Context: an optimization exercise on an open-source flow, tuned for small area. The choices shown serve that exercise and are no tape-out recipe. RTL that was checked went through simulation tests only; none was proved equivalent to the original. Power figures rest on the tool's default switching activity, not on a simulated workload.

// uc1609_framer
module uc1609_framer (
    input  wire        clk,
    input  wire        rst,           
    input  wire        req_valid,
    input  wire [31:0] req_word,
    output wire        req_ready,
    output wire        sts_valid,
    output wire [1:0]  sts_kind,      
    output wire [3:0]  sts_code,      
    output wire [3:0]  fault_code,
    output wire [31:0] fault_req,
    output reg         fm_re,
    output wire [16:0] fm_addr,
    input  wire [7:0]  fm_rdata,
    input  wire [16:0] fm_size,
    output wire        ev_valid,
    output wire [2:0]  ev_type,
    output reg  [7:0]  ev_data,
    input  wire        ev_ready
);
    localparam [3:0] F_ILLEGAL_OP = 4'd1, F_RESERVED = 4'd2, F_VALUE_RANGE = 4'd3,
                     F_OVERLAP = 4'd4, F_ADDR_RANGE = 4'd5, F_NO_FONT = 4'd6,
                     F_FONT_OOB = 4'd7, F_GLYPH_WIDTH = 4'd8, F_CURSOR_OVF = 4'd9;
    localparam [7:0] OP_SENDCMD = 8'h01, OP_SETCUR = 8'h02, OP_CONTRAST = 8'h03,
                     OP_SCROLL = 8'h04, OP_ROTATE = 8'h05, OP_INVERT = 8'h06,
                     OP_ALLON = 8'h07, OP_DISPEN = 8'h08, OP_SYSRST = 8'h09,
                     OP_HWRST = 8'h0A, OP_INIT = 8'h0B, OP_PWRDN = 8'h0C,
  ...
For scale: about 1200 cells after synthesis, ~140 I/O pins.
==> flow/config.mk <==
export PLATFORM = sky130hd
export DESIGN_NAME = uc1609_framer
export DESIGN_NICKNAME = uc1609_framer
export VERILOG_FILES = /design/flow/design.v
export SDC_FILE = /design/flow/constraint.sdc
export NUM_CORES = 4
export LEC_CHECK = 0
export CAP_MARGIN = 20
export CORE_MARGIN = 2
export CORE_UTILIZATION = 40
export GPL_TIMING_DRIVEN = 0
export SLEW_MARGIN = 20
==> flow/constraint.sdc <==
create_clock -name core_clock -period 12.0 [get_ports {clk}]
set_input_delay 2.4000 -clock core_clock [delete_from_list [all_inputs] [get_ports {clk}]]
set_output_delay 2.4000 -clock core_clock [all_outputs]
set_load 0.01 [all_outputs]
standard.sh (not shown) runs the stock make flow with config.mk's settings and CLKGATE_MAP_FILE= SYNTH_SCRIPT=/design/flow/synth_recipe.tcl, a recipe that flattens the netlist after the stock synthesis.
==> flow/flow/run.sh <==
#!/bin/bash
# Layout: the standard flow (standard.sh) with two changes:
#  1. after the standard synthesis, the combinational logic is mapped again by
#     ABC with area-oriented scripts (reabc.tcl, a few scripts, the smallest
#     result is kept); the registers and the adder cells of the standard
#     synthesis stay as they are, with their names;
#  2. the port buffers are buf_1 cells.
# Each tool run writes its full output to a log file of its own in this folder.
set -euo pipefail
R=orfs/results/${FLOW_PLATFORM}/uc1609_framer/base
bash standard.sh synth > 1_standard_synth.log 2>&1
cp "$R/1_2_yosys.v" "$R/1_2_yosys_standard.v"
YOSYS=$(command -v yosys || echo "$FLOW_HOME/../tools/install/yosys/bin/yosys")
LIB="$FLOW_HOME/platforms/${FLOW_PLATFORM}/lib/sky130_fd_sc_hd__tt_025C_1v80.lib"
M="strash;dch;map,-a"
SCRIPTS=(
  "+$M;$M;$M;strash;dch;amap,-F,30,-A,30;topo;dnsize"
  "+$M;$M;$M;strash;dch;amap;topo;dnsize"
  "+$M;$M;$M;$M;$M;$M;topo;dnsize"
  "+$M;$M;$M;topo;dnsize"
)
best=""
best_area=""
for i in "${!SCRIPTS[@]}"; do
  REABC_IN="$R/1_2_yosys_standard.v" REABC_OUT="$R/1_2_yosys_reabc$i.v" REABC_LIB="$LIB" \
  REABC_TOP="$FLOW_TOP" REABC_SCRIPT="${SCRIPTS[$i]}" \
    "$YOSYS" -c flow/reabc.tcl > "2_reabc$i.log" 2>&1 || continue
  area=$(grep "Chip area" "2_reabc$i.log" | tail -1 | awk '{print $NF}')
  echo "script $i: area $area" >> 2_reabc_choice.log
  if [[ -z "$best" ]] || awk "BEGIN{exit !($area < $best_area)}"; then
    best=$i; best_area=$area
  fi
done
if [[ -n "$best" ]]; then
  echo "kept script $best (area $best_area)" >> 2_reabc_choice.log
  cp "$R/1_2_yosys_reabc$best.v" "$R/1_2_yosys.v"
else
  echo "no script succeeded, kept the standard netlist" >> 2_reabc_choice.log
fi
touch "$R/1_2_yosys.v"
bash standard.sh BUFFER_PORTS_ARGS="-buffer_cell sky130_fd_sc_hd__buf_1" finish > 3_standard_finish.log 2>&1
Other scripts of this flow, unchanged in this note and not shown: flow/flow/reabc.tcl
Change:
--- a/flow/design.v
+++ b/flow/design.v
@@ -170,15 +170,16 @@
         end
     end
     reg         x_fw, x_3, x_5, sub, cin;
     wire [7:0]  xv  = ({8{x_fw}} & fw_q) | {5'd0, x_5, x_3, x_3 | x_5};
     wire [16:0] bin = {{9{sub}}, xv ^ {8{sub}}};
     wire [16:0] sum = add17(acc, bin, cin);
     wire        ge_size = ge17(sum, fm_size);
-    wire [16:0] adv_val = (cls_bs && sum[16]) ? 17'd0 : sum;
+    wire        adv_sub = cnt[7];            
+    wire [16:0] adv_val = (adv_sub && sum[16]) ? 17'd0 : sum;
     wire c_gt = gt8(code, fm_rdata);
     wire c_eq = (code == fm_rdata);
     wire no_flags = !(f_clear || f_repos || f_glyph);
     reg [3:0] cmd_start;
     always @(*) begin
         case (op[3:0])
             4'hB:    cmd_start = 4'd0;     
@@ -262,15 +263,15 @@
         x_fw = 1'b0; x_3 = 1'b0; x_5 = 1'b0; sub = 1'b0; cin = 1'b0;
         fm_re = 1'b0;
         case (state)
             S_SF0: begin x_3 = 1'b1; fm_re = 1'b1; end
             S_H2:  begin sub = 1'b1; fm_re = 1'b1; end
             S_H3:  fm_re = 1'b1;
             S_MUL: x_fw = 1'b1;
-            S_ADV: begin x_fw = 1'b1; sub = cls_bs; cin = !cls_bs; end
+            S_ADV: begin x_fw = 1'b1; sub = adv_sub; cin = !adv_sub; end
             S_TB:  cin = 1'b1;
             S_GD: begin
                 if (scale2_q && gx == 4'd11) begin
                     sub = 1'b1; x_5 = 1'b1;
                 end else begin
                     cin   = 1'b1;
                     fm_re = fire && gd_read;
@@ -287,15 +288,15 @@
         case (state)
             S_IDLE: begin
                 f_clear <= 1'b0;
                 f_repos <= 1'b0;
                 rej     <= fault_nz;
                 if (!fault_nz) begin
                     if (op == OP_SETFONT)       fr <= req_word;
-                    else if (cls_tab || cls_bs) fr <= {7'd0, 1'b0, col_q, 8'd0};
+                    else if (cls_tab || cls_bs) fr <= {7'd0, 1'b0, col_q, cls_bs, 7'd0};
                     else                        fr <= {7'd0, fb3_q, 8'd0};
                 end
                 if (req_valid) begin
                     state <= S_ACC;
                     if (!fault_nz) begin
                         flt = dec_fault;
                         if (dec_fault == 4'd0) begin
The new run completed, yet does not pass: capacitance limit, slew limit. Power came out higher by 6.2%. Sequential cell count stays the same. First-iteration DRC count drops by 6.2%. Worst setup slack improved by 0.24 ns. Wire length shrinks by 3.4%. Core utilization falls by 1.3 points. Design area decreases by 5.1%. Count of clock-buffer cells in the layout grows by 1. Final cell count decreases by 1.3%. Die area is lower by 1.2%. Synthesized area shrinks by 1.2%. Worst hold slack improves by 0.0089 ns. Register-to-register slack improved by 0.15 ns. Sequential share of layout area goes up by 1.2 points.
Function not checked in the first run of this note: the RTL went through the layout flow alone.

what the ideal ports hide:
Ports are ideal in the flow. The routed layouts listed here were re-timed in OpenROAD.
Step 1 sets driving cells, clkbuf_16 on the clock port and buf_2 on the other inputs (assumed; they add their load-dependent delay and slew).
Step 2 moves the port delays by t, midway between the first and last clock arrival at a register: inputs arrive t later, outputs are due t later. That takes back most of the time a late clock gives input paths.
a / b / c = ideal / step 1 / step 2; a / b = the first two.
| run | shift t [ns] | slack for setup (ns) | hold slack, ns | worst register clock-pin slew, ns | cell pins on the clock port's net |
|---|---|---|---|---|---|
| the first run | 0.420 | 0.289 / 0.313 / -0.108 | 0.466 / 0.466 / 0.466 | 0.09 / 0.09 | 1 |
| the second run | 0.413 | 0.527 / 0.527 / 0.527 | 0.475 / 0.475 / 0.475 | 0.09 / 0.09 | 1 |
With both steps, setup timing fails in the first run, where it was met with ideal ports. The setup slack of the first run, which loses most, moves by +0.024 ns with the drivers and by -0.397 ns with both steps.
